What follows belongs to an exercise in optimizing a design on an open flow for small area, a short achievable clock period and few clock cycles per item; a production flow would make more cautious choices. The RTL was checked by simulation tests, not by an equivalence proof against the original design. Power figures rest on the tool's default switching activity, not on a simulated workload.

File: design.v
module sc_reduce (
    input  wire         clk,
    input  wire         rst,
    input  wire         in_valid,
    output wire         in_ready,
    input  wire [255:0] in_data,
    output wire         out_valid,
    input  wire         out_ready,
    output wire [255:0] out_data
);
    reg         v;       
    reg         fx;      
    reg [252:0] r;       
    reg         rb;      
    wire hold = v & ~out_ready;          
    wire [3:0]   h  = in_data[255:252];
    wire [128:0] xl = (fx | hold) ? r[128:0] : in_data[128:0];
    wire [122:0] xu = in_data[251:129];
    reg  [128:0] th;     
    always @(*) begin
        case (h)
            4'd0: th = 129'h0;
            4'd1: th = 129'h14def9dea2f79cd65812631a5cf5d3ed;
            4'd2: th = 129'h29bdf3bd45ef39acb024c634b9eba7da;
            4'd3: th = 129'h3e9ced9be8e6d6830837294f16e17bc7;
            4'd4: th = 129'h537be77a8bde735960498c6973d74fb4;
            4'd5: th = 129'h685ae1592ed6102fb85bef83d0cd23a1;
            4'd6: th = 129'h7d39db37d1cdad06106e529e2dc2f78e;
            4'd7: th = 129'h9218d51674c549dc6880b5b88ab8cb7b;
            4'd8: th = 129'ha6f7cef517bce6b2c09318d2e7ae9f68;
            4'd9: th = 129'hbbd6c8d3bab4838918a57bed44a47355;
            4'd10: th = 129'hd0b5c2b25dac205f70b7df07a19a4742;
            4'd11: th = 129'he594bc9100a3bd35c8ca4221fe901b2f;
            4'd12: th = 129'hfa73b66fa39b5a0c20dca53c5b85ef1c;
            4'd13: th = 129'h10f52b04e4692f6e278ef0856b87bc309;
            4'd14: th = 129'h12431aa2ce98a93b8d1016b71157196f6;
            4'd15: th = 129'h13910a40b8c82308f2913ce8b72676ae3;
            default: th = 129'h0;
        endcase
    end
    wire [128:0] t = fx ? 129'h1eb2106215d086329a7ed9ce5a30a2c13 : hold ? 129'd0 : th;    
    wire [128:0] d_g;
    wire [128:0] d_k;
    assign d_g = xl & ~t;   
    assign d_k = ~(xl ^ t);  
    wire d_G0_0 = d_g[3] | d_k[3] & (d_g[2] | d_k[2] & (d_g[1] | d_k[1] & (d_g[0])));
    wire d_P0_0 = d_k[3] & d_k[2] & d_k[1] & d_k[0];
    wire d_G1_0 = d_g[7] | d_k[7] & (d_g[6] | d_k[6] & (d_g[5] | d_k[5] & (d_g[4])));
    wire d_P1_0 = d_k[7] & d_k[6] & d_k[5] & d_k[4];
    wire d_G2_0 = d_g[11] | d_k[11] & (d_g[10] | d_k[10] & (d_g[9] | d_k[9] & (d_g[8])));
    wire d_P2_0 = d_k[11] & d_k[10] & d_k[9] & d_k[8];
    wire d_G3_0 = d_g[15] | d_k[15] & (d_g[14] | d_k[14] & (d_g[13] | d_k[13] & (d_g[12])));
    wire d_P3_0 = d_k[15] & d_k[14] & d_k[13] & d_k[12];
    wire d_G4_0 = d_g[19] | d_k[19] & (d_g[18] | d_k[18] & (d_g[17] | d_k[17] & (d_g[16])));
    wire d_P4_0 = d_k[19] & d_k[18] & d_k[17] & d_k[16];
    wire d_G5_0 = d_g[23] | d_k[23] & (d_g[22] | d_k[22] & (d_g[21] | d_k[21] & (d_g[20])));
    wire d_P5_0 = d_k[23] & d_k[22] & d_k[21] & d_k[20];
    wire d_G6_0 = d_g[27] | d_k[27] & (d_g[26] | d_k[26] & (d_g[25] | d_k[25] & (d_g[24])));
    wire d_P6_0 = d_k[27] & d_k[26] & d_k[25] & d_k[24];
    wire d_G7_0 = d_g[31] | d_k[31] & (d_g[30] | d_k[30] & (d_g[29] | d_k[29] & (d_g[28])));
    wire d_P7_0 = d_k[31] & d_k[30] & d_k[29] & d_k[28];
    wire d_G8_0 = d_g[35] | d_k[35] & (d_g[34] | d_k[34] & (d_g[33] | d_k[33] & (d_g[32])));
    wire d_P8_0 = d_k[35] & d_k[34] & d_k[33] & d_k[32];
    wire d_G9_0 = d_g[39] | d_k[39] & (d_g[38] | d_k[38] & (d_g[37] | d_k[37] & (d_g[36])));
    wire d_P9_0 = d_k[39] & d_k[38] & d_k[37] & d_k[36];
    wire d_G10_0 = d_g[43] | d_k[43] & (d_g[42] | d_k[42] & (d_g[41] | d_k[41] & (d_g[40])));
    wire d_P10_0 = d_k[43] & d_k[42] & d_k[41] & d_k[40];
    wire d_G11_0 = d_g[47] | d_k[47] & (d_g[46] | d_k[46] & (d_g[45] | d_k[45] & (d_g[44])));
    wire d_P11_0 = d_k[47] & d_k[46] & d_k[45] & d_k[44];
    wire d_G12_0 = d_g[51] | d_k[51] & (d_g[50] | d_k[50] & (d_g[49] | d_k[49] & (d_g[48])));
    wire d_P12_0 = d_k[51] & d_k[50] & d_k[49] & d_k[48];
    wire d_G13_0 = d_g[55] | d_k[55] & (d_g[54] | d_k[54] & (d_g[53] | d_k[53] & (d_g[52])));
    wire d_P13_0 = d_k[55] & d_k[54] & d_k[53] & d_k[52];
    wire d_G14_0 = d_g[59] | d_k[59] & (d_g[58] | d_k[58] & (d_g[57] | d_k[57] & (d_g[56])));
    wire d_P14_0 = d_k[59] & d_k[58] & d_k[57] & d_k[56];
    wire d_G15_0 = d_g[63] | d_k[63] & (d_g[62] | d_k[62] & (d_g[61] | d_k[61] & (d_g[60])));
    wire d_P15_0 = d_k[63] & d_k[62] & d_k[61] & d_k[60];
    wire d_G16_0 = d_g[67] | d_k[67] & (d_g[66] | d_k[66] & (d_g[65] | d_k[65] & (d_g[64])));
    wire d_P16_0 = d_k[67] & d_k[66] & d_k[65] & d_k[64];
    wire d_G17_0 = d_g[71] | d_k[71] & (d_g[70] | d_k[70] & (d_g[69] | d_k[69] & (d_g[68])));
    wire d_P17_0 = d_k[71] & d_k[70] & d_k[69] & d_k[68];
    wire d_G18_0 = d_g[75] | d_k[75] & (d_g[74] | d_k[74] & (d_g[73] | d_k[73] & (d_g[72])));
    wire d_P18_0 = d_k[75] & d_k[74] & d_k[73] & d_k[72];
    wire d_G19_0 = d_g[79] | d_k[79] & (d_g[78] | d_k[78] & (d_g[77] | d_k[77] & (d_g[76])));
    wire d_P19_0 = d_k[79] & d_k[78] & d_k[77] & d_k[76];
    wire d_G20_0 = d_g[83] | d_k[83] & (d_g[82] | d_k[82] & (d_g[81] | d_k[81] & (d_g[80])));
    wire d_P20_0 = d_k[83] & d_k[82] & d_k[81] & d_k[80];
    wire d_G21_0 = d_g[87] | d_k[87] & (d_g[86] | d_k[86] & (d_g[85] | d_k[85] & (d_g[84])));
    wire d_P21_0 = d_k[87] & d_k[86] & d_k[85] & d_k[84];
    wire d_G22_0 = d_g[91] | d_k[91] & (d_g[90] | d_k[90] & (d_g[89] | d_k[89] & (d_g[88])));
    wire d_P22_0 = d_k[91] & d_k[90] & d_k[89] & d_k[88];
    wire d_G23_0 = d_g[95] | d_k[95] & (d_g[94] | d_k[94] & (d_g[93] | d_k[93] & (d_g[92])));
    wire d_P23_0 = d_k[95] & d_k[94] & d_k[93] & d_k[92];
    wire d_G24_0 = d_g[99] | d_k[99] & (d_g[98] | d_k[98] & (d_g[97] | d_k[97] & (d_g[96])));
    wire d_P24_0 = d_k[99] & d_k[98] & d_k[97] & d_k[96];
    wire d_G25_0 = d_g[103] | d_k[103] & (d_g[102] | d_k[102] & (d_g[101] | d_k[101] & (d_g[100])));
    wire d_P25_0 = d_k[103] & d_k[102] & d_k[101] & d_k[100];
    wire d_G26_0 = d_g[107] | d_k[107] & (d_g[106] | d_k[106] & (d_g[105] | d_k[105] & (d_g[104])));
    wire d_P26_0 = d_k[107] & d_k[106] & d_k[105] & d_k[104];
    wire d_G27_0 = d_g[111] | d_k[111] & (d_g[110] | d_k[110] & (d_g[109] | d_k[109] & (d_g[108])));
    wire d_P27_0 = d_k[111] & d_k[110] & d_k[109] & d_k[108];
    wire d_G28_0 = d_g[115] | d_k[115] & (d_g[114] | d_k[114] & (d_g[113] | d_k[113] & (d_g[112])));
    wire d_P28_0 = d_k[115] & d_k[114] & d_k[113] & d_k[112];
    wire d_G29_0 = d_g[119] | d_k[119] & (d_g[118] | d_k[118] & (d_g[117] | d_k[117] & (d_g[116])));
    wire d_P29_0 = d_k[119] & d_k[118] & d_k[117] & d_k[116];
    wire d_G30_0 = d_g[123] | d_k[123] & (d_g[122] | d_k[122] & (d_g[121] | d_k[121] & (d_g[120])));
    wire d_P30_0 = d_k[123] & d_k[122] & d_k[121] & d_k[120];
    wire d_G31_0 = d_g[127] | d_k[127] & (d_g[126] | d_k[126] & (d_g[125] | d_k[125] & (d_g[124])));
    wire d_P31_0 = d_k[127] & d_k[126] & d_k[125] & d_k[124];
    wire d_G32_0 = d_g[128];
    wire d_P32_0 = d_k[128];
    wire d_C0 = d_G0_0 | d_P0_0;
    wire d_G1_1 = d_G1_0 | d_P1_0 & d_C0;
    wire d_G3_2 = d_G3_0 | d_P3_0 & d_G2_0;
    wire d_P3_2 = d_P3_0 & d_P2_0;
    wire d_G5_3 = d_G5_0 | d_P5_0 & d_G4_0;
    wire d_P5_3 = d_P5_0 & d_P4_0;
    wire d_G7_4 = d_G7_0 | d_P7_0 & d_G6_0;
    wire d_P7_4 = d_P7_0 & d_P6_0;
    wire d_G9_5 = d_G9_0 | d_P9_0 & d_G8_0;
    wire d_P9_5 = d_P9_0 & d_P8_0;
    wire d_G11_6 = d_G11_0 | d_P11_0 & d_G10_0;
    wire d_P11_6 = d_P11_0 & d_P10_0;
    wire d_G13_7 = d_G13_0 | d_P13_0 & d_G12_0;
    wire d_P13_7 = d_P13_0 & d_P12_0;
    wire d_G15_8 = d_G15_0 | d_P15_0 & d_G14_0;
    wire d_P15_8 = d_P15_0 & d_P14_0;
    wire d_G17_9 = d_G17_0 | d_P17_0 & d_G16_0;
    wire d_P17_9 = d_P17_0 & d_P16_0;
    wire d_G19_10 = d_G19_0 | d_P19_0 & d_G18_0;
    wire d_P19_10 = d_P19_0 & d_P18_0;
    wire d_G21_11 = d_G21_0 | d_P21_0 & d_G20_0;
    wire d_P21_11 = d_P21_0 & d_P20_0;
    wire d_G23_12 = d_G23_0 | d_P23_0 & d_G22_0;
    wire d_P23_12 = d_P23_0 & d_P22_0;
    wire d_G25_13 = d_G25_0 | d_P25_0 & d_G24_0;
    wire d_P25_13 = d_P25_0 & d_P24_0;
    wire d_G27_14 = d_G27_0 | d_P27_0 & d_G26_0;
    wire d_P27_14 = d_P27_0 & d_P26_0;
    wire d_G29_15 = d_G29_0 | d_P29_0 & d_G28_0;
    wire d_P29_15 = d_P29_0 & d_P28_0;
    wire d_G31_16 = d_G31_0 | d_P31_0 & d_G30_0;
    wire d_P31_16 = d_P31_0 & d_P30_0;
    wire d_G2_17 = d_G2_0 | d_P2_0 & d_G1_1;
    wire d_G3_18 = d_G3_2 | d_P3_2 & d_G1_1;
    wire d_G6_19 = d_G6_0 | d_P6_0 & d_G5_3;
    wire d_P6_19 = d_P6_0 & d_P5_3;
    wire d_G7_20 = d_G7_4 | d_P7_4 & d_G5_3;
    wire d_P7_20 = d_P7_4 & d_P5_3;
    wire d_G10_21 = d_G10_0 | d_P10_0 & d_G9_5;
    wire d_P10_21 = d_P10_0 & d_P9_5;
    wire d_G11_22 = d_G11_6 | d_P11_6 & d_G9_5;
    wire d_P11_22 = d_P11_6 & d_P9_5;
    wire d_G14_23 = d_G14_0 | d_P14_0 & d_G13_7;
    wire d_P14_23 = d_P14_0 & d_P13_7;
    wire d_G15_24 = d_G15_8 | d_P15_8 & d_G13_7;
    wire d_P15_24 = d_P15_8 & d_P13_7;
    wire d_G18_25 = d_G18_0 | d_P18_0 & d_G17_9;
    wire d_P18_25 = d_P18_0 & d_P17_9;
    wire d_G19_26 = d_G19_10 | d_P19_10 & d_G17_9;
    wire d_P19_26 = d_P19_10 & d_P17_9;
    wire d_G22_27 = d_G22_0 | d_P22_0 & d_G21_11;
    wire d_P22_27 = d_P22_0 & d_P21_11;
    wire d_G23_28 = d_G23_12 | d_P23_12 & d_G21_11;
    wire d_P23_28 = d_P23_12 & d_P21_11;
    wire d_G26_29 = d_G26_0 | d_P26_0 & d_G25_13;
    wire d_P26_29 = d_P26_0 & d_P25_13;
    wire d_G27_30 = d_G27_14 | d_P27_14 & d_G25_13;
    wire d_P27_30 = d_P27_14 & d_P25_13;
    wire d_G30_31 = d_G30_0 | d_P30_0 & d_G29_15;
    wire d_P30_31 = d_P30_0 & d_P29_15;
    wire d_G31_32 = d_G31_16 | d_P31_16 & d_G29_15;
    wire d_P31_32 = d_P31_16 & d_P29_15;
    wire d_G4_33 = d_G4_0 | d_P4_0 & d_G3_18;
    wire d_G5_34 = d_G5_3 | d_P5_3 & d_G3_18;
    wire d_G6_35 = d_G6_19 | d_P6_19 & d_G3_18;
    wire d_G7_36 = d_G7_20 | d_P7_20 & d_G3_18;
    wire d_G12_37 = d_G12_0 | d_P12_0 & d_G11_22;
    wire d_P12_37 = d_P12_0 & d_P11_22;
    wire d_G13_38 = d_G13_7 | d_P13_7 & d_G11_22;
    wire d_P13_38 = d_P13_7 & d_P11_22;
    wire d_G14_39 = d_G14_23 | d_P14_23 & d_G11_22;
    wire d_P14_39 = d_P14_23 & d_P11_22;
    wire d_G15_40 = d_G15_24 | d_P15_24 & d_G11_22;
    wire d_P15_40 = d_P15_24 & d_P11_22;
    wire d_G20_41 = d_G20_0 | d_P20_0 & d_G19_26;
    wire d_P20_41 = d_P20_0 & d_P19_26;
    wire d_G21_42 = d_G21_11 | d_P21_11 & d_G19_26;
    wire d_P21_42 = d_P21_11 & d_P19_26;
    wire d_G22_43 = d_G22_27 | d_P22_27 & d_G19_26;
    wire d_P22_43 = d_P22_27 & d_P19_26;
    wire d_G23_44 = d_G23_28 | d_P23_28 & d_G19_26;
    wire d_P23_44 = d_P23_28 & d_P19_26;
    wire d_G28_45 = d_G28_0 | d_P28_0 & d_G27_30;
    wire d_P28_45 = d_P28_0 & d_P27_30;
    wire d_G29_46 = d_G29_15 | d_P29_15 & d_G27_30;
    wire d_P29_46 = d_P29_15 & d_P27_30;
    wire d_G30_47 = d_G30_31 | d_P30_31 & d_G27_30;
    wire d_P30_47 = d_P30_31 & d_P27_30;
    wire d_G31_48 = d_G31_32 | d_P31_32 & d_G27_30;
    wire d_P31_48 = d_P31_32 & d_P27_30;
    wire d_G8_49 = d_G8_0 | d_P8_0 & d_G7_36;
    wire d_G9_50 = d_G9_5 | d_P9_5 & d_G7_36;
    wire d_G10_51 = d_G10_21 | d_P10_21 & d_G7_36;
    wire d_G11_52 = d_G11_22 | d_P11_22 & d_G7_36;
    wire d_G12_53 = d_G12_37 | d_P12_37 & d_G7_36;
    wire d_G13_54 = d_G13_38 | d_P13_38 & d_G7_36;
    wire d_G14_55 = d_G14_39 | d_P14_39 & d_G7_36;
    wire d_G15_56 = d_G15_40 | d_P15_40 & d_G7_36;
    wire d_G24_57 = d_G24_0 | d_P24_0 & d_G23_44;
    wire d_P24_57 = d_P24_0 & d_P23_44;
    wire d_G25_58 = d_G25_13 | d_P25_13 & d_G23_44;
    wire d_P25_58 = d_P25_13 & d_P23_44;
    wire d_G26_59 = d_G26_29 | d_P26_29 & d_G23_44;
    wire d_P26_59 = d_P26_29 & d_P23_44;
    wire d_G27_60 = d_G27_30 | d_P27_30 & d_G23_44;
    wire d_P27_60 = d_P27_30 & d_P23_44;
    wire d_G28_61 = d_G28_45 | d_P28_45 & d_G23_44;
    wire d_P28_61 = d_P28_45 & d_P23_44;
    wire d_G29_62 = d_G29_46 | d_P29_46 & d_G23_44;
    wire d_P29_62 = d_P29_46 & d_P23_44;
    wire d_G30_63 = d_G30_47 | d_P30_47 & d_G23_44;
    wire d_P30_63 = d_P30_47 & d_P23_44;
    wire d_G31_64 = d_G31_48 | d_P31_48 & d_G23_44;
    wire d_P31_64 = d_P31_48 & d_P23_44;
    wire d_G16_65 = d_G16_0 | d_P16_0 & d_G15_56;
    wire d_G17_66 = d_G17_9 | d_P17_9 & d_G15_56;
    wire d_G18_67 = d_G18_25 | d_P18_25 & d_G15_56;
    wire d_G19_68 = d_G19_26 | d_P19_26 & d_G15_56;
    wire d_G20_69 = d_G20_41 | d_P20_41 & d_G15_56;
    wire d_G21_70 = d_G21_42 | d_P21_42 & d_G15_56;
    wire d_G22_71 = d_G22_43 | d_P22_43 & d_G15_56;
    wire d_G23_72 = d_G23_44 | d_P23_44 & d_G15_56;
    wire d_G24_73 = d_G24_57 | d_P24_57 & d_G15_56;
    wire d_G25_74 = d_G25_58 | d_P25_58 & d_G15_56;
    wire d_G26_75 = d_G26_59 | d_P26_59 & d_G15_56;
    wire d_G27_76 = d_G27_60 | d_P27_60 & d_G15_56;
    wire d_G28_77 = d_G28_61 | d_P28_61 & d_G15_56;
    wire d_G29_78 = d_G29_62 | d_P29_62 & d_G15_56;
    wire d_G30_79 = d_G30_63 | d_P30_63 & d_G15_56;
    wire d_G31_80 = d_G31_64 | d_P31_64 & d_G15_56;
    wire d_G32_81 = d_G32_0 | d_P32_0 & d_G31_80;
    wire [129:0] d_c;
    assign d_c[0] = 1'b1;
    assign d_c[1] = d_g[0] | (d_k[0]) & 1'b1;
    assign d_c[2] = d_g[1] | d_k[1] & (d_g[0]) | (d_k[1] & d_k[0]) & 1'b1;
    assign d_c[3] = d_g[2] | d_k[2] & (d_g[1] | d_k[1] & (d_g[0])) | (d_k[2] & d_k[1] & d_k[0]) & 1'b1;
    assign d_c[4] = d_C0;
    assign d_c[5] = d_g[4] | (d_k[4]) & d_C0;
    assign d_c[6] = d_g[5] | d_k[5] & (d_g[4]) | (d_k[5] & d_k[4]) & d_C0;
    assign d_c[7] = d_g[6] | d_k[6] & (d_g[5] | d_k[5] & (d_g[4])) | (d_k[6] & d_k[5] & d_k[4]) & d_C0;
    assign d_c[8] = d_G1_1;
    assign d_c[9] = d_g[8] | (d_k[8]) & d_G1_1;
    assign d_c[10] = d_g[9] | d_k[9] & (d_g[8]) | (d_k[9] & d_k[8]) & d_G1_1;
    assign d_c[11] = d_g[10] | d_k[10] & (d_g[9] | d_k[9] & (d_g[8])) | (d_k[10] & d_k[9] & d_k[8]) & d_G1_1;
    assign d_c[12] = d_G2_17;
    assign d_c[13] = d_g[12] | (d_k[12]) & d_G2_17;
    assign d_c[14] = d_g[13] | d_k[13] & (d_g[12]) | (d_k[13] & d_k[12]) & d_G2_17;
    assign d_c[15] = d_g[14] | d_k[14] & (d_g[13] | d_k[13] & (d_g[12])) | (d_k[14] & d_k[13] & d_k[12]) & d_G2_17;
    assign d_c[16] = d_G3_18;
    assign d_c[17] = d_g[16] | (d_k[16]) & d_G3_18;
    assign d_c[18] = d_g[17] | d_k[17] & (d_g[16]) | (d_k[17] & d_k[16]) & d_G3_18;
    assign d_c[19] = d_g[18] | d_k[18] & (d_g[17] | d_k[17] & (d_g[16])) | (d_k[18] & d_k[17] & d_k[16]) & d_G3_18;
    assign d_c[20] = d_G4_33;
    assign d_c[21] = d_g[20] | (d_k[20]) & d_G4_33;
    assign d_c[22] = d_g[21] | d_k[21] & (d_g[20]) | (d_k[21] & d_k[20]) & d_G4_33;
    assign d_c[23] = d_g[22] | d_k[22] & (d_g[21] | d_k[21] & (d_g[20])) | (d_k[22] & d_k[21] & d_k[20]) & d_G4_33;
    assign d_c[24] = d_G5_34;
    assign d_c[25] = d_g[24] | (d_k[24]) & d_G5_34;
    assign d_c[26] = d_g[25] | d_k[25] & (d_g[24]) | (d_k[25] & d_k[24]) & d_G5_34;
    assign d_c[27] = d_g[26] | d_k[26] & (d_g[25] | d_k[25] & (d_g[24])) | (d_k[26] & d_k[25] & d_k[24]) & d_G5_34;
    assign d_c[28] = d_G6_35;
    assign d_c[29] = d_g[28] | (d_k[28]) & d_G6_35;
    assign d_c[30] = d_g[29] | d_k[29] & (d_g[28]) | (d_k[29] & d_k[28]) & d_G6_35;
    assign d_c[31] = d_g[30] | d_k[30] & (d_g[29] | d_k[29] & (d_g[28])) | (d_k[30] & d_k[29] & d_k[28]) & d_G6_35;
    assign d_c[32] = d_G7_36;
    assign d_c[33] = d_g[32] | (d_k[32]) & d_G7_36;
    assign d_c[34] = d_g[33] | d_k[33] & (d_g[32]) | (d_k[33] & d_k[32]) & d_G7_36;
    assign d_c[35] = d_g[34] | d_k[34] & (d_g[33] | d_k[33] & (d_g[32])) | (d_k[34] & d_k[33] & d_k[32]) & d_G7_36;
    assign d_c[36] = d_G8_49;
    assign d_c[37] = d_g[36] | (d_k[36]) & d_G8_49;
    assign d_c[38] = d_g[37] | d_k[37] & (d_g[36]) | (d_k[37] & d_k[36]) & d_G8_49;
    assign d_c[39] = d_g[38] | d_k[38] & (d_g[37] | d_k[37] & (d_g[36])) | (d_k[38] & d_k[37] & d_k[36]) & d_G8_49;
    assign d_c[40] = d_G9_50;
    assign d_c[41] = d_g[40] | (d_k[40]) & d_G9_50;
    assign d_c[42] = d_g[41] | d_k[41] & (d_g[40]) | (d_k[41] & d_k[40]) & d_G9_50;
    assign d_c[43] = d_g[42] | d_k[42] & (d_g[41] | d_k[41] & (d_g[40])) | (d_k[42] & d_k[41] & d_k[40]) & d_G9_50;
    assign d_c[44] = d_G10_51;
    assign d_c[45] = d_g[44] | (d_k[44]) & d_G10_51;
    assign d_c[46] = d_g[45] | d_k[45] & (d_g[44]) | (d_k[45] & d_k[44]) & d_G10_51;
    assign d_c[47] = d_g[46] | d_k[46] & (d_g[45] | d_k[45] & (d_g[44])) | (d_k[46] & d_k[45] & d_k[44]) & d_G10_51;
    assign d_c[48] = d_G11_52;
    assign d_c[49] = d_g[48] | (d_k[48]) & d_G11_52;
    assign d_c[50] = d_g[49] | d_k[49] & (d_g[48]) | (d_k[49] & d_k[48]) & d_G11_52;
    assign d_c[51] = d_g[50] | d_k[50] & (d_g[49] | d_k[49] & (d_g[48])) | (d_k[50] & d_k[49] & d_k[48]) & d_G11_52;
    assign d_c[52] = d_G12_53;
    assign d_c[53] = d_g[52] | (d_k[52]) & d_G12_53;
    assign d_c[54] = d_g[53] | d_k[53] & (d_g[52]) | (d_k[53] & d_k[52]) & d_G12_53;
    assign d_c[55] = d_g[54] | d_k[54] & (d_g[53] | d_k[53] & (d_g[52])) | (d_k[54] & d_k[53] & d_k[52]) & d_G12_53;
    assign d_c[56] = d_G13_54;
    assign d_c[57] = d_g[56] | (d_k[56]) & d_G13_54;
    assign d_c[58] = d_g[57] | d_k[57] & (d_g[56]) | (d_k[57] & d_k[56]) & d_G13_54;
    assign d_c[59] = d_g[58] | d_k[58] & (d_g[57] | d_k[57] & (d_g[56])) | (d_k[58] & d_k[57] & d_k[56]) & d_G13_54;
    assign d_c[60] = d_G14_55;
    assign d_c[61] = d_g[60] | (d_k[60]) & d_G14_55;
    assign d_c[62] = d_g[61] | d_k[61] & (d_g[60]) | (d_k[61] & d_k[60]) & d_G14_55;
    assign d_c[63] = d_g[62] | d_k[62] & (d_g[61] | d_k[61] & (d_g[60])) | (d_k[62] & d_k[61] & d_k[60]) & d_G14_55;
    assign d_c[64] = d_G15_56;
    assign d_c[65] = d_g[64] | (d_k[64]) & d_G15_56;
    assign d_c[66] = d_g[65] | d_k[65] & (d_g[64]) | (d_k[65] & d_k[64]) & d_G15_56;
    assign d_c[67] = d_g[66] | d_k[66] & (d_g[65] | d_k[65] & (d_g[64])) | (d_k[66] & d_k[65] & d_k[64]) & d_G15_56;
    assign d_c[68] = d_G16_65;
    assign d_c[69] = d_g[68] | (d_k[68]) & d_G16_65;
    assign d_c[70] = d_g[69] | d_k[69] & (d_g[68]) | (d_k[69] & d_k[68]) & d_G16_65;
    assign d_c[71] = d_g[70] | d_k[70] & (d_g[69] | d_k[69] & (d_g[68])) | (d_k[70] & d_k[69] & d_k[68]) & d_G16_65;
    assign d_c[72] = d_G17_66;
    assign d_c[73] = d_g[72] | (d_k[72]) & d_G17_66;
    assign d_c[74] = d_g[73] | d_k[73] & (d_g[72]) | (d_k[73] & d_k[72]) & d_G17_66;
    assign d_c[75] = d_g[74] | d_k[74] & (d_g[73] | d_k[73] & (d_g[72])) | (d_k[74] & d_k[73] & d_k[72]) & d_G17_66;
    assign d_c[76] = d_G18_67;
    assign d_c[77] = d_g[76] | (d_k[76]) & d_G18_67;
    assign d_c[78] = d_g[77] | d_k[77] & (d_g[76]) | (d_k[77] & d_k[76]) & d_G18_67;
    assign d_c[79] = d_g[78] | d_k[78] & (d_g[77] | d_k[77] & (d_g[76])) | (d_k[78] & d_k[77] & d_k[76]) & d_G18_67;
    assign d_c[80] = d_G19_68;
    assign d_c[81] = d_g[80] | (d_k[80]) & d_G19_68;
    assign d_c[82] = d_g[81] | d_k[81] & (d_g[80]) | (d_k[81] & d_k[80]) & d_G19_68;
    assign d_c[83] = d_g[82] | d_k[82] & (d_g[81] | d_k[81] & (d_g[80])) | (d_k[82] & d_k[81] & d_k[80]) & d_G19_68;
    assign d_c[84] = d_G20_69;
    assign d_c[85] = d_g[84] | (d_k[84]) & d_G20_69;
    assign d_c[86] = d_g[85] | d_k[85] & (d_g[84]) | (d_k[85] & d_k[84]) & d_G20_69;
    assign d_c[87] = d_g[86] | d_k[86] & (d_g[85] | d_k[85] & (d_g[84])) | (d_k[86] & d_k[85] & d_k[84]) & d_G20_69;
    assign d_c[88] = d_G21_70;
    assign d_c[89] = d_g[88] | (d_k[88]) & d_G21_70;
    assign d_c[90] = d_g[89] | d_k[89] & (d_g[88]) | (d_k[89] & d_k[88]) & d_G21_70;
    assign d_c[91] = d_g[90] | d_k[90] & (d_g[89] | d_k[89] & (d_g[88])) | (d_k[90] & d_k[89] & d_k[88]) & d_G21_70;
    assign d_c[92] = d_G22_71;
    assign d_c[93] = d_g[92] | (d_k[92]) & d_G22_71;
    assign d_c[94] = d_g[93] | d_k[93] & (d_g[92]) | (d_k[93] & d_k[92]) & d_G22_71;
    assign d_c[95] = d_g[94] | d_k[94] & (d_g[93] | d_k[93] & (d_g[92])) | (d_k[94] & d_k[93] & d_k[92]) & d_G22_71;
    assign d_c[96] = d_G23_72;
    assign d_c[97] = d_g[96] | (d_k[96]) & d_G23_72;
    assign d_c[98] = d_g[97] | d_k[97] & (d_g[96]) | (d_k[97] & d_k[96]) & d_G23_72;
    assign d_c[99] = d_g[98] | d_k[98] & (d_g[97] | d_k[97] & (d_g[96])) | (d_k[98] & d_k[97] & d_k[96]) & d_G23_72;
    assign d_c[100] = d_G24_73;
    assign d_c[101] = d_g[100] | (d_k[100]) & d_G24_73;
    assign d_c[102] = d_g[101] | d_k[101] & (d_g[100]) | (d_k[101] & d_k[100]) & d_G24_73;
    assign d_c[103] = d_g[102] | d_k[102] & (d_g[101] | d_k[101] & (d_g[100])) | (d_k[102] & d_k[101] & d_k[100]) & d_G24_73;
    assign d_c[104] = d_G25_74;
    assign d_c[105] = d_g[104] | (d_k[104]) & d_G25_74;
    assign d_c[106] = d_g[105] | d_k[105] & (d_g[104]) | (d_k[105] & d_k[104]) & d_G25_74;
    assign d_c[107] = d_g[106] | d_k[106] & (d_g[105] | d_k[105] & (d_g[104])) | (d_k[106] & d_k[105] & d_k[104]) & d_G25_74;
    assign d_c[108] = d_G26_75;
    assign d_c[109] = d_g[108] | (d_k[108]) & d_G26_75;
    assign d_c[110] = d_g[109] | d_k[109] & (d_g[108]) | (d_k[109] & d_k[108]) & d_G26_75;
    assign d_c[111] = d_g[110] | d_k[110] & (d_g[109] | d_k[109] & (d_g[108])) | (d_k[110] & d_k[109] & d_k[108]) & d_G26_75;
    assign d_c[112] = d_G27_76;
    assign d_c[113] = d_g[112] | (d_k[112]) & d_G27_76;
    assign d_c[114] = d_g[113] | d_k[113] & (d_g[112]) | (d_k[113] & d_k[112]) & d_G27_76;
    assign d_c[115] = d_g[114] | d_k[114] & (d_g[113] | d_k[113] & (d_g[112])) | (d_k[114] & d_k[113] & d_k[112]) & d_G27_76;
    assign d_c[116] = d_G28_77;
    assign d_c[117] = d_g[116] | (d_k[116]) & d_G28_77;
    assign d_c[118] = d_g[117] | d_k[117] & (d_g[116]) | (d_k[117] & d_k[116]) & d_G28_77;
    assign d_c[119] = d_g[118] | d_k[118] & (d_g[117] | d_k[117] & (d_g[116])) | (d_k[118] & d_k[117] & d_k[116]) & d_G28_77;
    assign d_c[120] = d_G29_78;
    assign d_c[121] = d_g[120] | (d_k[120]) & d_G29_78;
    assign d_c[122] = d_g[121] | d_k[121] & (d_g[120]) | (d_k[121] & d_k[120]) & d_G29_78;
    assign d_c[123] = d_g[122] | d_k[122] & (d_g[121] | d_k[121] & (d_g[120])) | (d_k[122] & d_k[121] & d_k[120]) & d_G29_78;
    assign d_c[124] = d_G30_79;
    assign d_c[125] = d_g[124] | (d_k[124]) & d_G30_79;
    assign d_c[126] = d_g[125] | d_k[125] & (d_g[124]) | (d_k[125] & d_k[124]) & d_G30_79;
    assign d_c[127] = d_g[126] | d_k[126] & (d_g[125] | d_k[125] & (d_g[124])) | (d_k[126] & d_k[125] & d_k[124]) & d_G30_79;
    assign d_c[128] = d_G31_80;
    assign d_c[129] = d_G32_81;
    wire [128:0] d_s = d_k ^ d_c[128:0];
    wire d_bo = ~d_c[129];
    wire neg = ~fx & d_bo & ~|xu;          
    wire adv = ~v | out_ready;
    wire [122:0] ru_dec;
    sc_reduce_dec u_dec (.u(r[251:129]), .b(rb), .y(ru_dec));
    sc_reduce_rdy u_rdy (.out_ready(out_ready), .v(v), .fx(fx), .in_ready(in_ready));
    assign out_valid = v;
    assign out_data  = {3'b000, r[252], ru_dec, r[128:0]};
    always @(posedge clk) begin
        if (rst) begin
            v  <= 1'b0;
            fx <= 1'b0;
        end else if (fx) begin
            v  <= 1'b1;
            fx <= 1'b0;
        end else if (adv) begin
            v  <= in_valid & ~neg;
            fx <= in_valid & neg;
        end
        r[128:0] <= d_s;
        if (adv) begin
            r[252] <= fx & ~d_bo;
            rb     <= d_bo;
        end
        if (adv & ~fx)
            r[251:129] <= xu;
    end
endmodule
module sc_reduce_dec (
    input  wire [122:0] u,
    input  wire         b,
    output wire [122:0] y
);
    wire [122:0] ru = u;
    wire [123:0] u_z;
    assign u_z[0] = 1'b1;
    wire u_B0_0 = ~|ru[3:0];
    wire u_B1_0 = ~|ru[7:4];
    wire u_B2_0 = ~|ru[11:8];
    wire u_B3_0 = ~|ru[15:12];
    wire u_B4_0 = ~|ru[19:16];
    wire u_B5_0 = ~|ru[23:20];
    wire u_B6_0 = ~|ru[27:24];
    wire u_B7_0 = ~|ru[31:28];
    wire u_B8_0 = ~|ru[35:32];
    wire u_B9_0 = ~|ru[39:36];
    wire u_B10_0 = ~|ru[43:40];
    wire u_B11_0 = ~|ru[47:44];
    wire u_B12_0 = ~|ru[51:48];
    wire u_B13_0 = ~|ru[55:52];
    wire u_B14_0 = ~|ru[59:56];
    wire u_B15_0 = ~|ru[63:60];
    wire u_B16_0 = ~|ru[67:64];
    wire u_B17_0 = ~|ru[71:68];
    wire u_B18_0 = ~|ru[75:72];
    wire u_B19_0 = ~|ru[79:76];
    wire u_B20_0 = ~|ru[83:80];
    wire u_B21_0 = ~|ru[87:84];
    wire u_B22_0 = ~|ru[91:88];
    wire u_B23_0 = ~|ru[95:92];
    wire u_B24_0 = ~|ru[99:96];
    wire u_B25_0 = ~|ru[103:100];
    wire u_B26_0 = ~|ru[107:104];
    wire u_B27_0 = ~|ru[111:108];
    wire u_B28_0 = ~|ru[115:112];
    wire u_B29_0 = ~|ru[119:116];
    wire u_B30_0 = ~|ru[122:120];
    wire u_B1_1 = u_B1_0 & u_B0_0;
    wire u_B3_1 = u_B3_0 & u_B2_0;
    wire u_B5_1 = u_B5_0 & u_B4_0;
    wire u_B7_1 = u_B7_0 & u_B6_0;
    wire u_B9_1 = u_B9_0 & u_B8_0;
    wire u_B11_1 = u_B11_0 & u_B10_0;
    wire u_B13_1 = u_B13_0 & u_B12_0;
    wire u_B15_1 = u_B15_0 & u_B14_0;
    wire u_B17_1 = u_B17_0 & u_B16_0;
    wire u_B19_1 = u_B19_0 & u_B18_0;
    wire u_B21_1 = u_B21_0 & u_B20_0;
    wire u_B23_1 = u_B23_0 & u_B22_0;
    wire u_B25_1 = u_B25_0 & u_B24_0;
    wire u_B27_1 = u_B27_0 & u_B26_0;
    wire u_B29_1 = u_B29_0 & u_B28_0;
    wire u_B2_2 = u_B2_0 & u_B1_1;
    wire u_B3_2 = u_B3_1 & u_B1_1;
    wire u_B6_2 = u_B6_0 & u_B5_1;
    wire u_B7_2 = u_B7_1 & u_B5_1;
    wire u_B10_2 = u_B10_0 & u_B9_1;
    wire u_B11_2 = u_B11_1 & u_B9_1;
    wire u_B14_2 = u_B14_0 & u_B13_1;
    wire u_B15_2 = u_B15_1 & u_B13_1;
    wire u_B18_2 = u_B18_0 & u_B17_1;
    wire u_B19_2 = u_B19_1 & u_B17_1;
    wire u_B22_2 = u_B22_0 & u_B21_1;
    wire u_B23_2 = u_B23_1 & u_B21_1;
    wire u_B26_2 = u_B26_0 & u_B25_1;
    wire u_B27_2 = u_B27_1 & u_B25_1;
    wire u_B30_2 = u_B30_0 & u_B29_1;
    wire u_B4_3 = u_B4_0 & u_B3_2;
    wire u_B5_3 = u_B5_1 & u_B3_2;
    wire u_B6_3 = u_B6_2 & u_B3_2;
    wire u_B7_3 = u_B7_2 & u_B3_2;
    wire u_B12_3 = u_B12_0 & u_B11_2;
    wire u_B13_3 = u_B13_1 & u_B11_2;
    wire u_B14_3 = u_B14_2 & u_B11_2;
    wire u_B15_3 = u_B15_2 & u_B11_2;
    wire u_B20_3 = u_B20_0 & u_B19_2;
    wire u_B21_3 = u_B21_1 & u_B19_2;
    wire u_B22_3 = u_B22_2 & u_B19_2;
    wire u_B23_3 = u_B23_2 & u_B19_2;
    wire u_B28_3 = u_B28_0 & u_B27_2;
    wire u_B29_3 = u_B29_1 & u_B27_2;
    wire u_B30_3 = u_B30_2 & u_B27_2;
    wire u_B8_4 = u_B8_0 & u_B7_3;
    wire u_B9_4 = u_B9_1 & u_B7_3;
    wire u_B10_4 = u_B10_2 & u_B7_3;
    wire u_B11_4 = u_B11_2 & u_B7_3;
    wire u_B12_4 = u_B12_3 & u_B7_3;
    wire u_B13_4 = u_B13_3 & u_B7_3;
    wire u_B14_4 = u_B14_3 & u_B7_3;
    wire u_B15_4 = u_B15_3 & u_B7_3;
    wire u_B24_4 = u_B24_0 & u_B23_3;
    wire u_B25_4 = u_B25_1 & u_B23_3;
    wire u_B26_4 = u_B26_2 & u_B23_3;
    wire u_B27_4 = u_B27_2 & u_B23_3;
    wire u_B28_4 = u_B28_3 & u_B23_3;
    wire u_B29_4 = u_B29_3 & u_B23_3;
    wire u_B30_4 = u_B30_3 & u_B23_3;
    wire u_B16_5 = u_B16_0 & u_B15_4;
    wire u_B17_5 = u_B17_1 & u_B15_4;
    wire u_B18_5 = u_B18_2 & u_B15_4;
    wire u_B19_5 = u_B19_2 & u_B15_4;
    wire u_B20_5 = u_B20_3 & u_B15_4;
    wire u_B21_5 = u_B21_3 & u_B15_4;
    wire u_B22_5 = u_B22_3 & u_B15_4;
    wire u_B23_5 = u_B23_3 & u_B15_4;
    wire u_B24_5 = u_B24_4 & u_B15_4;
    wire u_B25_5 = u_B25_4 & u_B15_4;
    wire u_B26_5 = u_B26_4 & u_B15_4;
    wire u_B27_5 = u_B27_4 & u_B15_4;
    wire u_B28_5 = u_B28_4 & u_B15_4;
    wire u_B29_5 = u_B29_4 & u_B15_4;
    wire u_B30_5 = u_B30_4 & u_B15_4;
    assign u_z[1] = ~|ru[0:0];
    assign u_z[2] = ~|ru[1:0];
    assign u_z[3] = ~|ru[2:0];
    assign u_z[4] = u_B0_0;
    assign u_z[5] = u_B0_0 & ~|ru[4:4];
    assign u_z[6] = u_B0_0 & ~|ru[5:4];
    assign u_z[7] = u_B0_0 & ~|ru[6:4];
    assign u_z[8] = u_B1_1;
    assign u_z[9] = u_B1_1 & ~|ru[8:8];
    assign u_z[10] = u_B1_1 & ~|ru[9:8];
    assign u_z[11] = u_B1_1 & ~|ru[10:8];
    assign u_z[12] = u_B2_2;
    assign u_z[13] = u_B2_2 & ~|ru[12:12];
    assign u_z[14] = u_B2_2 & ~|ru[13:12];
    assign u_z[15] = u_B2_2 & ~|ru[14:12];
    assign u_z[16] = u_B3_2;
    assign u_z[17] = u_B3_2 & ~|ru[16:16];
    assign u_z[18] = u_B3_2 & ~|ru[17:16];
    assign u_z[19] = u_B3_2 & ~|ru[18:16];
    assign u_z[20] = u_B4_3;
    assign u_z[21] = u_B4_3 & ~|ru[20:20];
    assign u_z[22] = u_B4_3 & ~|ru[21:20];
    assign u_z[23] = u_B4_3 & ~|ru[22:20];
    assign u_z[24] = u_B5_3;
    assign u_z[25] = u_B5_3 & ~|ru[24:24];
    assign u_z[26] = u_B5_3 & ~|ru[25:24];
    assign u_z[27] = u_B5_3 & ~|ru[26:24];
    assign u_z[28] = u_B6_3;
    assign u_z[29] = u_B6_3 & ~|ru[28:28];
    assign u_z[30] = u_B6_3 & ~|ru[29:28];
    assign u_z[31] = u_B6_3 & ~|ru[30:28];
    assign u_z[32] = u_B7_3;
    assign u_z[33] = u_B7_3 & ~|ru[32:32];
    assign u_z[34] = u_B7_3 & ~|ru[33:32];
    assign u_z[35] = u_B7_3 & ~|ru[34:32];
    assign u_z[36] = u_B8_4;
    assign u_z[37] = u_B8_4 & ~|ru[36:36];
    assign u_z[38] = u_B8_4 & ~|ru[37:36];
    assign u_z[39] = u_B8_4 & ~|ru[38:36];
    assign u_z[40] = u_B9_4;
    assign u_z[41] = u_B9_4 & ~|ru[40:40];
    assign u_z[42] = u_B9_4 & ~|ru[41:40];
    assign u_z[43] = u_B9_4 & ~|ru[42:40];
    assign u_z[44] = u_B10_4;
    assign u_z[45] = u_B10_4 & ~|ru[44:44];
    assign u_z[46] = u_B10_4 & ~|ru[45:44];
    assign u_z[47] = u_B10_4 & ~|ru[46:44];
    assign u_z[48] = u_B11_4;
    assign u_z[49] = u_B11_4 & ~|ru[48:48];
    assign u_z[50] = u_B11_4 & ~|ru[49:48];
    assign u_z[51] = u_B11_4 & ~|ru[50:48];
    assign u_z[52] = u_B12_4;
    assign u_z[53] = u_B12_4 & ~|ru[52:52];
    assign u_z[54] = u_B12_4 & ~|ru[53:52];
    assign u_z[55] = u_B12_4 & ~|ru[54:52];
    assign u_z[56] = u_B13_4;
    assign u_z[57] = u_B13_4 & ~|ru[56:56];
    assign u_z[58] = u_B13_4 & ~|ru[57:56];
    assign u_z[59] = u_B13_4 & ~|ru[58:56];
    assign u_z[60] = u_B14_4;
    assign u_z[61] = u_B14_4 & ~|ru[60:60];
    assign u_z[62] = u_B14_4 & ~|ru[61:60];
    assign u_z[63] = u_B14_4 & ~|ru[62:60];
    assign u_z[64] = u_B15_4;
    assign u_z[65] = u_B15_4 & ~|ru[64:64];
    assign u_z[66] = u_B15_4 & ~|ru[65:64];
    assign u_z[67] = u_B15_4 & ~|ru[66:64];
    assign u_z[68] = u_B16_5;
    assign u_z[69] = u_B16_5 & ~|ru[68:68];
    assign u_z[70] = u_B16_5 & ~|ru[69:68];
    assign u_z[71] = u_B16_5 & ~|ru[70:68];
    assign u_z[72] = u_B17_5;
    assign u_z[73] = u_B17_5 & ~|ru[72:72];
    assign u_z[74] = u_B17_5 & ~|ru[73:72];
    assign u_z[75] = u_B17_5 & ~|ru[74:72];
    assign u_z[76] = u_B18_5;
    assign u_z[77] = u_B18_5 & ~|ru[76:76];
    assign u_z[78] = u_B18_5 & ~|ru[77:76];
    assign u_z[79] = u_B18_5 & ~|ru[78:76];
    assign u_z[80] = u_B19_5;
    assign u_z[81] = u_B19_5 & ~|ru[80:80];
    assign u_z[82] = u_B19_5 & ~|ru[81:80];
    assign u_z[83] = u_B19_5 & ~|ru[82:80];
    assign u_z[84] = u_B20_5;
    assign u_z[85] = u_B20_5 & ~|ru[84:84];
    assign u_z[86] = u_B20_5 & ~|ru[85:84];
    assign u_z[87] = u_B20_5 & ~|ru[86:84];
    assign u_z[88] = u_B21_5;
    assign u_z[89] = u_B21_5 & ~|ru[88:88];
    assign u_z[90] = u_B21_5 & ~|ru[89:88];
    assign u_z[91] = u_B21_5 & ~|ru[90:88];
    assign u_z[92] = u_B22_5;
    assign u_z[93] = u_B22_5 & ~|ru[92:92];
    assign u_z[94] = u_B22_5 & ~|ru[93:92];
    assign u_z[95] = u_B22_5 & ~|ru[94:92];
    assign u_z[96] = u_B23_5;
    assign u_z[97] = u_B23_5 & ~|ru[96:96];
    assign u_z[98] = u_B23_5 & ~|ru[97:96];
    assign u_z[99] = u_B23_5 & ~|ru[98:96];
    assign u_z[100] = u_B24_5;
    assign u_z[101] = u_B24_5 & ~|ru[100:100];
    assign u_z[102] = u_B24_5 & ~|ru[101:100];
    assign u_z[103] = u_B24_5 & ~|ru[102:100];
    assign u_z[104] = u_B25_5;
    assign u_z[105] = u_B25_5 & ~|ru[104:104];
    assign u_z[106] = u_B25_5 & ~|ru[105:104];
    assign u_z[107] = u_B25_5 & ~|ru[106:104];
    assign u_z[108] = u_B26_5;
    assign u_z[109] = u_B26_5 & ~|ru[108:108];
    assign u_z[110] = u_B26_5 & ~|ru[109:108];
    assign u_z[111] = u_B26_5 & ~|ru[110:108];
    assign u_z[112] = u_B27_5;
    assign u_z[113] = u_B27_5 & ~|ru[112:112];
    assign u_z[114] = u_B27_5 & ~|ru[113:112];
    assign u_z[115] = u_B27_5 & ~|ru[114:112];
    assign u_z[116] = u_B28_5;
    assign u_z[117] = u_B28_5 & ~|ru[116:116];
    assign u_z[118] = u_B28_5 & ~|ru[117:116];
    assign u_z[119] = u_B28_5 & ~|ru[118:116];
    assign u_z[120] = u_B29_5;
    assign u_z[121] = u_B29_5 & ~|ru[120:120];
    assign u_z[122] = u_B29_5 & ~|ru[121:120];
    assign u_z[123] = u_B30_5;
    assign y = ru ^ ({123{b}} & u_z[122:0]);
endmodule
module sc_reduce_rdy (
    input  wire out_ready,
    input  wire v,
    input  wire fx,
    output wire in_ready
);
    assign in_ready = ~fx & (~v | out_ready);
endmodule
File: flow/run.sh
#!/bin/bash
# Layout flow: the standard layout (standard.sh), with two changes:
#  - synthesis without the full/half-adder extraction (ADDER_MAP_FILE empty),
#    so ABC maps the hand-built prefix adder itself;
#  - port buffers are buf_1 cells.
# Every register, its name and cell type are those of the standard synthesis.
set -euo pipefail
bash standard.sh ADDER_MAP_FILE= \
  'BUFFER_PORTS_ARGS=-buffer_cell sky130_fd_sc_hd__buf_1' \
  finish > flow_make.log 2>&1
File: standard.sh
#!/bin/bash
# synth_recipe.tcl (not shown) runs the flow's synth.tcl, then flattens the netlist and writes it again
# the make line also repeats each setting of config.mk as NAME=value (left out here)
make -C /OpenROAD-flow-scripts/flow DESIGN_CONFIG=/design/flow/config.mk WORK_HOME=/design/flow/orfs CLKGATE_MAP_FILE= SYNTH_SCRIPT=/design/flow/synth_recipe.tcl "${@:-finish}"
File: config.mk
export PLATFORM = sky130hd
export DESIGN_NAME = sc_reduce
export DESIGN_NICKNAME = sc_reduce
export VERILOG_FILES = /design/flow/design.v
export SDC_FILE = /design/flow/constraint.sdc
export NUM_CORES = 4
export LEC_CHECK = 0
export ABC_AREA = 1
export CAP_MARGIN = 20
export CORE_MARGIN = 2
export CORE_UTILIZATION = 40
export CTS_CLUSTER_DIAMETER = 90
export CTS_CLUSTER_SIZE = 20
export SETUP_SLACK_MARGIN = 5
export SLEW_MARGIN = 20
export SYNTH_HIERARCHICAL = 1
File: constraint.sdc
create_clock -name core_clock -period 10.0 [get_ports {clk}]
set_input_delay 2.0000 -clock core_clock [delete_from_list [all_inputs] [get_ports {clk}]]
set_output_delay 2.0000 -clock core_clock [all_outputs]
set_load 0.01 [all_outputs]
==> metrics.yaml, run 1 <==
worst_setup_path:
  worstPathRequired_ns: 8.00
  cpPeakStageDelay_ns: 0.44
  crit_buf_inv: 1
  path_cells: "nor2_2, nand2_1, nor2_2, nand2_1, nor2_4, nand2_2, nor2_2, nand3_1, nand2_1, nand2_1, buf_1"
  crit_top_cell: "nand2_1"
  crit_slowest_cell: "edfxtp_1"
  worst-path-stages: 11
  rr_worst_depth: 23
  worstPathArrival_ns: 2.83
  startpoint_type: "register"
  endpoint_kind: "output pin"
  critical_path_class: "register to output pin"
  critPathTopFamily: "simple AND/OR/NAND/NOR gates"
  crit_fanout: 8
finish:
  finalInstanceArea_um2: 22160
  areaGrowthSynthToFinish_pct: 13.51
  finalNetCount: 3655
  ff_latch_area_um2: 6376
  drive_above_1_share: 0.06929
  fillCellCount: 5092
  multi_input_area_um2: 10690
sta:
  rsz0062_at_grt: "true"
  finalSetupViolCount: 0
  min_period_ns: 4.834
  skew_ns: 0.01296
  max-slew-margin-rel: 0.3590
  hold_viol_final: 0
  finalCritPeriodShare: 0.4834
  fmax_ghz: 0.2069
  worst_slew_pin_slew_ns: 0.9615
  setup_tns_ns: 0
  slew_violations: 0
pwr:
  power_switching_uw: 1540
  intPower_uw: 2255
  clock_power_share: 0.213
  p_comb_frac: 0.378
  sequentialPowerShare: 0.408
  switching_share: 0.4058
  leakage_uw: 0.01100
  ir_worst_vdd_uv: 98.33
  power.density_nw_per_um2: 171.3
cts:
  clockBufferDepth: 3
  cts_made_buffers: 17
  clk_latency_ns: 0.54
  path_clk_slew_ns: 0.08
  cts_hold_buf: 0
  cts_tree: "done"
  cts_max_level: 1
  cts_root_buffer: "clkbuf_16"
  cts_num_sinks: 256
routing:
  drt_wl_total_um: 72610
  ant_nets: 0
  vias_per_cell: 5.039
  drtIter0Drc: 1732
  route.detailed.drc: 0
  firstDrtPassIters: 6
  vias: 20270
  routedWlPerCell_um: 18.05
global_routing:
  grt_max_degree: 77
  grt_pass1_wl_um: 103600
  overflow: 0
  grt_pass1_vias: 18070
  grt_usage: 0.2669
  antenna_found_initial: 2
logic_synthesis:
  ys.flop_type: "dfxtp_1"
  seq_area_frac_synth: 0.3266
  ys_seq_elements: 256
  syn-cell-area_um2: 19520
  synth_edf_count: 125
  yosys_warnings: 7
  synthCells: 3002
  yosysUniqueCellTypes: 59
  synth.avg_cell_area_um2: 6.504
  async_flop_share: 0
die:
  fp.dieArea_um2: 50590
  io_pins: 518
  die_w_um: 224.9
  die_height_um: 224.9
  rows: 80
  core_area_um2: 47950
  start_util: 0.4072
flow_run:
  drv_cap: 0
run_status:
  status: "finished clean"
placed_design:
  gp_congestion: 1.008
  dpl_cell_area_um2: 20890
  hpwlAfterDp_um: 56480
  portBuffers: 514
hold_path:
  hold-path-cell-count: 2
  hold_path_class: "register to register"
## power by group through the flow
| stage | registers (uW) | clock network (uW) | logic (uW) |
|---|---|---|---|
| 4_1_cts | 1540 | 823 | 1390 |
| 5_1_grt | 1570 | 865 | 1590 |
| 3_3_place_gp | 1570 | 0 | 1370 |
| 2_1_floorplan | 1480 | 0 | 1210 |
| 3_5_place_dp | 1560 | 0 | 1370 |
| 6_report | 1550 | 810 | 1440 |
## worst register-to-register path, cell delays in order, from the launching register on
cell and delay [ns]:
dfxtp_1 0.31, buf_4 0.21, inv_2 0.27, buf_4 0.62, o21ai_0 0.42, nand2_1 0.19, nand3_1 0.09, nand2_1 0.11
nand2_1 0.07, nand3_1 0.10, nand3_1 0.13, nand3_4 0.15, nand2_1 0.12, nand2_4 0.11, nand2_1 0.09, nand2_4 0.14
nand2_2 0.11, nand2_8 0.15, buf_4 0.15, nand3_1 0.05, nand2_1 0.16, nand2_1 0.08, nand2_1 0.07, xor2_1 0.14
## registers in the layout (all words and copies together), names as in the netlist
name and cells:
rb 1, fx 1, r 253, v 1
## repair_timing
| action | CTS | global route |
|---|---|---|
| pin swaps | 2 | 5 |
| gates cloned | 3 | 7 |
| resized for setup | 26 | 53 |
| setup buffers | 8 | 23 |
| endpoints found under the setup margin | 120 | 93 |
## layout by cell type (no fill, tap or decap), types with 6 or more instances in the layout
master,n
nand4_1,47
inv_2,16
a21oi_1,41
xor2_1,95
nand3_1,195
o21ai_1,23
or2_1,6
dfxtp_1,131
buf_1,510
edfxtp_1,125
o21ai_0,79
nor4_1,32
inv_1,309
mux2i_1,10
nor2_1,223
xnor2_1,41
nand2_2,31
nand3b_1,24
nor3_1,24
nand3_2,14
a21oi_2,7
nand2_4,14
clkbuf_16,20
nor2_2,17
a21boi_0,7
nor2_4,8
or2_2,31
buf_4,33
nand2_1,1206
## logic make-up (layout without fill, tap and decap cells)
logic type / count (synthesis) / after routing / synth area share
other cells: 1 / 5 / 0.0001921
compound gates: 195 / 195 / 0.05755
xor+xnor: 136 / 136 / 0.06101
simple gates: 1882 / 1886 / 0.4132
buf+inv: 522 / 920 / 0.1363
mux: 10 / 10 / 0.005127
flops: 256 / 256 / 0.3266
## metrics by stage
step / worst slack, ns / cells / utilization / total power [uW] / hold WS, ns
after global placement: 3.638 / 3950 / 0.4358 / 2943 / 0.5973
after detailed placement: 3.597 / 3950 / 0.4358 / 2934 / 0.6184
after floorplan: 5.047 / 3004 / - / 2689 / 0.5670
after CTS: 5.001 / 3991 / 0.4520 / 3760 / 0.6309
final: 5.166 / 4023 / 0.4622 / 3795 / 0.6199
after global routing: 4.963 / 4023 / 0.4622 / 4022 / 0.6614
## final cells by class
type	count	share of cell area
Sequential cell	256	0.2877
Tap cell	615	0.03472
Antenna cell	2	0.0002258
Multi-Input combinational cell	2230	0.4826
Clock buffer	23	0.02066
Timing Repair inverter	3	0.001920
Inverter	331	0.05815
Timing Repair Buffer	556	0.1082
Clock inverter	7	0.005815
## synth_stat cells (all sizes together) (41+ instances only)
cell    count  area (um^2)
nand2    1250         4815
inv       328         1234
nor2      249         1023
nand3     210         1116
buf       186         1391
dfxtp     131         2623
edfxtp    125         3754
o21ai     105        540.5
xor2       95        832.1
a21oi      49        264.0
nand4      47        294.0
xnor2      41        359.1
## Yosys stat by module (local to each module, per instance)
module / cell area (um^2) / flip-flops and latches / copies in the design
sc_reduce: 16980 / 256 / 1
sc_reduce_dec: 2536 / 0 / 1
sc_reduce_rdy: 12.51 / 0 / 1
## routing by layer
layer	track usage	up-vias	part of all wire
met3	0.04302	143	0.078
li1	-	10160	-
met1	0.3354	9123	0.41
met2	0.4582	848	0.47
met5	0	-	0
met4	0.1034	0	0.041
## worst paths after layout
| kind | end | from | slack, ns |
|---|---|---|---|
| hold / removal | r[57]$_DFF_P_ | r[57]$_DFF_P_ | 0.62 |
| setup / recovery | out_data[251] | r[138]$_DFFE_PP_ | 5.17 |
| hold reg to reg | r[57]$_DFF_P_ | r[57]$_DFF_P_ | 0.62 |
| setup reg to reg | r[85]$_DFF_P_ | fx$_SDFF_PP0_ | 5.88 |
Testbench counts, summed over its fixed seeds: cycles 1,608, values 1,600.
==> run 2, diff against run 1 <==
--- a/config.mk
+++ b/config.mk
@@ -9,8 +9,7 @@
 export CAP_MARGIN = 20
 export CORE_MARGIN = 2
 export CORE_UTILIZATION = 40
-export CTS_CLUSTER_DIAMETER = 90
-export CTS_CLUSTER_SIZE = 20
+export PLACE_DENSITY = 0.75
 export SETUP_SLACK_MARGIN = 5
 export SLEW_MARGIN = 20
 export SYNTH_HIERARCHICAL = 1
==> run 2 against run 1 <==
Synthesized cell count is the same; sequential share of layout area down 0.53 points; clock skew rose by 0.0082 ns; first-iteration DRC count fell by 19%; clock power up 56%; total power is 12% higher; final area up 1.9%; critical path type is now input pin to register; largest cell class unchanged.
==> metrics.yaml, run 2 <==
global_routing:
  antenna_found_initial: 8  # was 2
  grt_pass1_vias: 18920  # was 18,070
  grt_usage: 0.2707  # was 0.2669
  grt_pass1_wl_um: 105200  # was 103,600 um
  grt_max_degree: 82  # was 77
  overflow: 0  # unchanged
run_status:
  status: "finished clean"  # unchanged
pwr:
  power.density_nw_per_um2: 188.6  # was 171.3 nW/um^2
  intPower_uw: 2610  # was 2255 uW
  sequentialPowerShare: 0.363  # was 0.408
  switching_share: 0.3869  # was 0.4058
  p_comb_frac: 0.341  # was 0.378
  clock_power_share: 0.296  # was 0.213
  power_switching_uw: 1647  # was 1540 uW
  totalPowerFinal_uw: 4257  # was 3795 uW
  leakage_uw: 0.01120  # was 0.01100 uW
  ir_worst_vdd_uv: 137.3  # was 98.33 uV
sta:
  timing.hold.ws_ns: 0.6258  # was 0.6199 ns
  finalCritPeriodShare: 0.4836  # was 0.4834
  worst_slew_pin_slew_ns: 0.9084  # was 0.9615 ns
  skew_ns: 0.02112  # was 0.01296 ns
  hold_viol_final: 0  # unchanged
  rsz0062_at_grt: "false"  # was true
  setup_tns_ns: 0  # unchanged
  max-slew-margin-rel: 0.3944  # was 0.3590
  slew_violations: 0  # unchanged
  finalSetupViolCount: 0  # unchanged
  fmax_ghz: 0.2068  # was 0.2069 GHz
  min_period_ns: 4.836  # was 4.834 ns
logic_synthesis:
  seq_area_frac_synth: 0.3266  # unchanged
  yosysTopAreaCellShare: 0.2344  # unchanged
  syn-cell-area_um2: 19520  # unchanged
  synth_edf_count: 125  # unchanged
  yosysTopAreaCell: "nand2_1"  # unchanged
  async_flop_share: 0  # unchanged
  synthCells: 3002  # unchanged
  synth.avg_cell_area_um2: 6.504  # unchanged
  ys_seq_elements: 256  # unchanged
  synth.most_common_cell: "nand2_1"  # unchanged
  ys.flop_type: "dfxtp_1"  # unchanged
  yosys-top-cells-area: "nand2_1 (23%), edfxtp_1 (19%), dfxtp_1 (13%)"  # unchanged
  yosys_warnings: 7  # unchanged
  yosysUniqueCellTypes: 59  # unchanged
  synthTopCellsByCount: "nand2_1 (1,219), inv_1 (312), nor2_1 (227)"  # unchanged
cts:
  cts_tree: "done"  # unchanged
  clockBufferDepth: 3  # unchanged
  clk_latency_ns: 0.60  # was 0.54 ns
  cts_made_buffers: 31  # was 17
  cts_max_level: 1  # unchanged
  cts_root_buffer: "clkbuf_16"  # unchanged
  cts_num_sinks: 256  # unchanged
  path_clk_slew_ns: 0.06  # was 0.08 ns
routing:
  top_layer_used: "met5"  # was met4
  drt_wl_total_um: 72300  # was 72,610 um
  routedWlPerCell_um: 17.88  # was 18.05 um
  vias: 20760  # was 20,270
  dr_wl_met2_um: 34840  # was 33,920 um
  wl_met3_um: 6388  # was 5676 um
  firstDrtPassIters: 5  # was 6
  vias_per_cell: 5.132  # was 5.039
  ant_nets: 0  # unchanged
  drtIter0Drc: 1407  # was 1,732
  route.detailed.drc: 0  # unchanged
  wl_met1_um: 27720  # was 30,020 um
worst_setup_path:
  critical_path_class: "input pin to register"  # was register to output pin
  worst-path-stages: 20  # was 11
  cpPeakStageDelay_ns: 0.36  # was 0.44 ns
  startpoint_type: "input pin"  # was register
  cp-endpoint: "r[252]$_DFFE_PN_"  # was out_data[251]
  crit_slowest_cell: "or2_2"  # was edfxtp_1
  crit_fanout: 14  # was 8
  path_cells: "clkbuf_4, nor2_1, nand2_1, nand2_1, nand2_1, nand2_1, inv_4, or2_2, nand2_1, nor2_1, nand2_1, nor2_1, a21oi_1, nand2_1, nand2_1, nand2_4, a21oi_1, nand2_2, a21boi_1, nor2_1"  # was nor2_2, nand2_1, nor2_2, nand2_1, nor2_4, nand2_2, nor2_2, nand3_1, nand2_1, nand2_1, buf_1
  r2r-start: "fx$_SDFF_PP0_"  # unchanged
  rr_worst_depth: 23  # unchanged
  crit_start: "in_data[252]"  # was r[138]$_DFFE_PP_
  crit_top_cell: "nand2_1"  # unchanged
  worstPathArrival_ns: 5.17  # was 2.83 ns
  worstPathRequired_ns: 10.33  # was 8.00 ns
  worstReg2RegEnd: "r[252]$_DFFE_PN_"  # was r[85]$_DFF_P_
  r2r_slack_ns: 5.73  # was 5.88 ns
  critPathTopFamily: "simple AND/OR/NAND/NOR gates"  # unchanged
  crit_buf_inv: 2  # was 1
  endpoint_kind: "register"  # was output pin
die:
  core_area_um2: 47950  # unchanged
  fp.dieArea_um2: 50590  # unchanged
  die_w_um: 224.9  # unchanged
  io_pins: 518  # unchanged
  die_height_um: 224.9  # unchanged
  rows: 80  # unchanged
  start_util: 0.4072  # unchanged
finish:
  finalInstanceArea_um2: 22580  # was 22,160 um^2
  areaGrowthSynthToFinish_pct: 15.63  # was 13.51%
  final_core_util: 0.4709  # was 0.4622
  top_register: "r"  # unchanged
  finalNetCount: 3660  # was 3,655
  drive_above_1_share: 0.07445  # was 0.06929
  mostFrequentLayoutCells: "nand2_1 (1,207), buf_1 (509), inv_1 (309), nor2_1 (222), nand3_1 (194)"  # was nand2_1 (1,206), buf_1 (510), inv_1 (309), nor2_1 (223), nand3_1 (195)
  largest_register_ffs: 253  # unchanged
  layout_commonest_cell: "nand2_1"  # unchanged
hold_path:
  hold-path-cell-count: 4  # was 2
  hold_path_class: "register to register"  # unchanged
placed_design:
  dpl_cell_area_um2: 20890  # unchanged
  gp_congestion: 0.9929  # was 1.008
  portBuffers: 514  # unchanged
  hpwlAfterDp_um: 55700  # was 56,480 um
flow_run:
  drv_cap: 0  # unchanged
run 2: cell counts after synthesis:
No cell type changed its count.
run 2: final cells by class:
type / count / area (um^2)
timing repair inverter: 2 / 17.52
clock buffer: 33 / 783.3
tap: 615 / 769.5
timing repair buffer: 548 / 2260
clock inverter: 25 / 337.8
multi-input combinational: 2230 / 10710
fill: 4950 / 25370
antenna: 4 / 10.01
inverter: 331 / 1309
sequential: 256 / 6376
run 2: power by group through the flow:
stage	sequential [uW]	clock, uW	combinational [uW]
detailed placement	1550	0	1380
global placement	1560	0	1370
floorplan	1480	0	1210
global route	1570	1330	1600
finish	1540	1260	1450
CTS	1540	1280	1410
run 2: modules after synthesis, one instance, submodules excluded:
module,cells,cell area [um^2],flops+latches,copies in the design
sc_reduce_dec,588,2536,0,1
sc_reduce,2412,16980,256,1
sc_reduce_rdy,2,12.51,0,1
run 2: how the worst min path moves through the flow:
stage	from	endpoint	slack (ns)
6_report	r[0]$_DFF_P_	r[0]$_DFF_P_	0.63
5_1_grt	r[57]$_DFF_P_	r[57]$_DFF_P_	0.67
3_3_place_gp	r[0]$_DFF_P_	r[0]$_DFF_P_	0.61
4_1_cts	r[57]$_DFF_P_	r[57]$_DFF_P_	0.63
2_1_floorplan	r[57]$_DFF_P_	r[57]$_DFF_P_	0.57
3_5_place_dp	r[57]$_DFF_P_	r[57]$_DFF_P_	0.62
run 2: worst min-delay path, cell delays in order, from the launching register on:
cell and delay [ns]:
dfxtp_1 0.31, inv_1 0.05, nand2_1 0.04, o21ai_1 0.11, xnor2_1 0.07
run 2: per-layer routing:
metal,GRT usage,up-vias
met5,0,-
met4,0.1243,8
met3,0.05007,203
met2,0.4810,947
met1,0.3150,9425
li1,-,10170
run 2: timing repair:
item	CTS	global route
hold buffers	0	0
buffers inserted	6	20
gates cloned	5	1
endpoints found under the setup margin	115	132
resized for setup	23	56
pin swaps	1	5
run 2: metrics by stage:
stage	instances	worst slack [ns]
4_1_cts	4019	4.978
2_1_floorplan	3004	5.047
6_report	4044	5.164
5_1_grt	4043	4.991
3_5_place_dp	3950	3.285
3_3_place_gp	3950	3.344
run 2: cells by family (layout without fill, tap and decap cells):
logic type / after synthesis / in the layout / share of synthesized area
DFF: 256 / 256 / 0.3266
muxes: 10 / 10 / 0.005127
xor gates and xnor gates: 136 / 136 / 0.06101
AOI/OAI and AO/OA: 195 / 195 / 0.05755
and+or+nand+nor: 1882 / 1886 / 0.4132
other: 1 / 7 / 0.0001921
buffers and inverters: 522 / 939 / 0.1363

## port drivers added, routing unchanged
Ports are ideal in the flow. The routed layouts listed here were re-timed in OpenROAD. Step 1, drivers: a clkbuf_16 drives clk and a buf_2 each remaining input, both assumed. Step 2 adds t to the input delays and takes it off the output delays; t is the mean of the earliest and latest rising clock arrival at the registers after step 1. Input paths then give back, and output paths get back, about the clock's delay inside the block. Slacks: ideal / step 1 / step 2; pairs: ideal / step 1.
run | shift t [ns] | setup WS [ns] | slew at the worst register clock pin (ns) | worst data-port slew with drivers (ns)
run 1 | 0.586 | 5.166 / 5.108 / 4.537 | 0.09 / 0.09 | 0.13
run 2 | 0.645 | 5.164 / 5.118 / 4.520 | 0.07 / 0.07 | 0.12
After both steps every run listed still meets setup and hold. For run 2, which loses most, drivers alone change the setup slack by -0.046 ns; drivers and shift together by -0.644 ns.
